This design comes from an exercise in tuning for small area, a short achievable clock period and few clock cycles on the open sky130 flow, not from production work. Function was checked by simulation only, so behaviour that the tests miss may differ from the original. Power is estimated from default activity; no workload was simulated.

exp/raven:
// bace
module bace (
    input  wire        clk,
    input  wire        rst,
    input  wire        req_valid,
    input  wire        req_we,
    input  wire [4:0]  req_addr,
    input  wire [31:0] req_wdata,
    output reg         rsp_valid,
    output reg  [31:0] rsp_rdata,
    output wire        irq
);
clock: 12.0 ns
lec_check: 0
cap_margin: 20
core_margin: 2
core_utilization: 65
cts_cluster_diameter: 80
cts_cluster_size: 30
slew_margin: 20
standard.sh (not shown) runs the stock make flow with config.mk's settings and CLKGATE_MAP_FILE= SYNTH_SCRIPT=/design/flow/synth_recipe.tcl, a recipe that flattens the netlist after the stock synthesis.
==> flow/flow/run.sh <==
#!/bin/bash
# The standard layout, with the timing repair steps aiming at a setup slack
# of 8.5 ns and the port buffers made of buf_4 cells (the design's 12 ns
# clock and constraints are unchanged).
set -euo pipefail
bash standard.sh SETUP_SLACK_MARGIN=8.5 "BUFFER_PORTS_ARGS=-buffer_cell sky130_fd_sc_hd__buf_4" finish > make_finish.log 2>&1
Testbench counts of exp/raven, summed over its fixed seeds: cycles 42,749.
#### Input delta (exp/xenon over exp/raven)
diff --git a/flow/config.mk b/flow/config.mk
--- a/flow/config.mk
+++ b/flow/config.mk
@@ -9,3 +9,3 @@
 export CORE_MARGIN = 2
-export CORE_UTILIZATION = 65
+export CORE_UTILIZATION = 55
 export CTS_CLUSTER_DIAMETER = 80
==> results.txt <==
- Both conditions hold for exp/xenon: the flow ran to the end and the final layout passed the timing, DRC and antenna checks.
- exp/xenon against exp/raven; die area is up by more than 10%.
- Per the comparison of exp/xenon with exp/raven, maximum frequency grew by about 0.7%, chip height +about 9%, fraction of layout cells with a size suffix above 1 went up by 0.89 points, switching power of the nets has increased, wire length of the first global-routing pass rose about 3.4%.
- Power dissipated in the clock network ends up lower on exp/raven.
- Count of clock-net buffers in the final layout, exp/raven and exp/xenon: lower on exp/raven
- Compare exp/raven and exp/xenon | first-pass iteration count of the detailed router higher: exp/xenon
- exp/xenon vs exp/raven — proportion of cell area occupied by multi-input gates dropped 0.41 points.
- exp/xenon vs exp/raven — power share of the sequential group dropped 3.0 points.
The following lists how exp/indigo was set up differently from exp/xenon:
diff --git a/flow/config.mk b/flow/config.mk
--- a/flow/config.mk
+++ b/flow/config.mk
@@ -12,2 +12,3 @@
 export CTS_CLUSTER_SIZE = 30
+export PLACE_DENSITY = 0.8
 export SLEW_MARGIN = 20
[summary]
- Both conditions hold for exp/indigo: the flow ran to the end and the final layout passed the timing, DRC and antenna checks.
- Min global routing met3 resource utilization across exp/xenon and exp/indigo: exp/xenon
- Insertion delay to the later sink of the worst-skew pair delta (exp/indigo -> exp/xenon): insignificant
- | clock group share of total power | lower: exp/indigo |
- Period utilization, exp/xenon and exp/indigo, higher one = exp/xenon.
- Via count of the first global-routing pass was lower in exp/xenon than in exp/indigo.
- Filler cell count in the final layout (exp/indigo over exp/xenon): decrease, about 6%
Input-level comparison between exp/ember and exp/indigo:
diff --git a/flow/config.mk b/flow/config.mk
--- a/flow/config.mk
+++ b/flow/config.mk
@@ -10,5 +10,2 @@
 export CORE_UTILIZATION = 55
-export CTS_CLUSTER_DIAMETER = 80
-export CTS_CLUSTER_SIZE = 30
-export PLACE_DENSITY = 0.8
 export SLEW_MARGIN = 20
## What came out
- Relative to exp/indigo, the number of fill cells measured on exp/ember has increased by a few percent.
- exp/ember vs exp/indigo — maximum frequency dropped 2.3%.
- Number of clock buffers in the layout in exp/ember is 120% higher than in exp/indigo
- exp/ember and exp/indigo ended up with nearly the same max-slew headroom at the worst pin.
Setup changes, exp/ember to exp/willow
==> flow/flow/run.sh <==
#!/bin/bash
# The standard layout, with the timing repair steps aiming at a setup slack
# of 9 ns and the port buffers made of buf_4 cells (the design's 12 ns
# clock and constraints are unchanged).
set -euo pipefail
bash standard.sh SETUP_SLACK_MARGIN=9 "BUFFER_PORTS_ARGS=-buffer_cell sky130_fd_sc_hd__buf_4" finish > make_finish.log 2>&1
diff --git a/flow/config.mk b/flow/config.mk
--- a/flow/config.mk
+++ b/flow/config.mk
@@ -10,2 +10,4 @@
 export CORE_UTILIZATION = 55
+export CTS_CLUSTER_DIAMETER = 80
+export CTS_CLUSTER_SIZE = 30
 export SLEW_MARGIN = 20
## What came out
Total met2 wirelength after detailed routing ends up higher on exp/ember.
Re clock insertion delay at the later pin of the skew report: exp/willow and exp/ember aren't equal, and the lower value belongs to exp/willow.
Changes observed in exp/willow relative to exp/ember: clock-buffer cell count moved down; portion of total power attributed to the clock network moved down; slew at the pin with the worst max-slew slack moved up; first-pass GRT wire length level; minimum clock period after layout moved up.
Worst setup slack: exp/willow vs exp/ember down 9.5 ps
Of exp/willow and exp/ember, the lower total power belongs to exp/willow.

bace, a different RTL version from the one above (not shown whole).
For scale: roughly 6500 cells after synthesis, about 2100 flip-flops, roughly 0.093 sq mm of cells after synthesis.
Settings: LEC_CHECK=0, CAP_MARGIN=20, CORE_MARGIN=2, CORE_UTILIZATION=60, CTS_CLUSTER_DIAMETER=80, CTS_CLUSTER_SIZE=30, PLACE_DENSITY=0.7, SLEW_MARGIN=20; clock period 12.0 ns.
==> flow/flow/run.sh <==
#!/bin/bash
# The standard layout, with the timing repair steps aiming at a setup slack
# of 8.5 ns and the port buffers made of buf_4 cells (the design's 12 ns
# clock and constraints are unchanged).
set -euo pipefail
bash standard.sh SETUP_SLACK_MARGIN=8.5 "BUFFER_PORTS_ARGS=-buffer_cell sky130_fd_sc_hd__buf_4" finish > make_finish.log 2>&1
Testbench counts at the start, summed over its fixed seeds: cycles 42,749.
Next try:
Settings changed: CORE_UTILIZATION 60 to 65, PLACE_DENSITY 0.7 to 0.8.
The new run finished clean.
Power shrinks by 2.6%.
Routed wire length shrinks by 0.88%.
Final area shrinks by 0.61%.
Register-to-register slack loses 60 ps.
Clock-buffer cell count grows by 3.

maple:
bace, a different RTL version from the one above (not shown whole).
For scale: about 75 I/O pins, ~93000 sq um of cells after synthesis.
export LEC_CHECK = 0
export CAP_MARGIN = 20
export CORE_MARGIN = 2
export CORE_UTILIZATION = 55
export SLEW_MARGIN = 20
create_clock -name core_clock -period 12.0 [get_ports {clk}]
Scripts as last shown in full above: flow/flow/run.sh
maple completed end to end with timing, DRC and antenna clean.
Testbench counts of maple, summed over its fixed seeds: cycles 42,749.
diff inputs: maple => pepper
- a change of CORE_UTILIZATION from 55 to 40
==> flow/flow/run.sh <==
#!/bin/bash
# The standard layout, with the timing repair steps aiming at a setup slack
# of 8 ns (the design's 12 ns clock and constraints are unchanged).
set -euo pipefail
bash standard.sh SETUP_SLACK_MARGIN=8 finish > make_finish.log 2>&1
### Flow results
The die area in maple is 0.73 times that in pepper. NOTE: total global routing track utilization in pepper falls short of that of maple. pepper vs maple, fraction of area in multi-input gates went down by 1.2 points. Against maple as the reference, pepper delivers a higher post-place instance area. Taking maple as the reference point, the row count of pepper rises by about 17%. Compared with maple, pepper shows a count of plain and timing-repair buffers in the layout that is 22 lower. When pepper is set beside maple, its effective utilization at floorplan turns out to be 15 points smaller. As far as design area is concerned, pepper and maple perform about the same. Fraction of final layout cells with drive strength greater than 1 came out lower on pepper than on maple.

==> separate check: timing with driven ports <==
The results above use ideal ports. As a check the final layouts listed here were re-extracted and re-timed, cells and wires unchanged.
Step 1 assumes that a clkbuf_16 drives the clock port and a buf_2 every other input.
Step 2 times the ports against the registers' clock, not the clock port: input delays grow and output delays shrink by t, the midpoint of the rising clock arrivals with the driver on.
Three values: ideal, step 1, step 2; two values: the first two.
| run | t, ns | slack for setup (ns) | worst setup path at the end | clock arrival spread, ns | worst slew at a driven data input, ns |
|---|---|---|---|---|---|
| exp/raven | 0.843 | 8.316 / 8.234 / 7.618 | input to register | 0.035 / 0.035 | 0.05 |
| exp/xenon | 0.867 | 8.343 / 8.256 / 7.599 | input to register | 0.047 / 0.047 | 0.04 |
| exp/indigo | 0.846 | 8.371 / 8.285 / 7.620 | input to register | 0.069 / 0.068 | 0.05 |
| exp/ember | 0.949 | 8.288 / 8.198 / 7.581 | input to register | 0.034 / 0.034 | 0.04 |
| exp/willow | 0.893 | 8.278 / 8.186 / 7.578 | input to register | 0.070 / 0.070 | 0.05 |
| the first run of note 2 | 0.848 | 8.370 / 8.288 / 7.829 | input to register | 0.048 / 0.048 | 0.04 |
| the second run of note 2 | 0.829 | 8.366 / 8.291 / 7.816 | input to register | 0.048 / 0.049 | 0.11 |
| maple | 0.930 | 8.247 / 8.162 / 7.632 | input to register | 0.057 / 0.057 | 0.04 |
| pepper | 0.933 | 8.080 / 7.993 / 7.221 | input to register | 0.056 / 0.055 | 0.05 |
After both steps setup and hold are still met in every run listed. The setup slack of pepper, which loses most, moves by -0.087 ns with the drivers and by -0.859 ns with both steps.
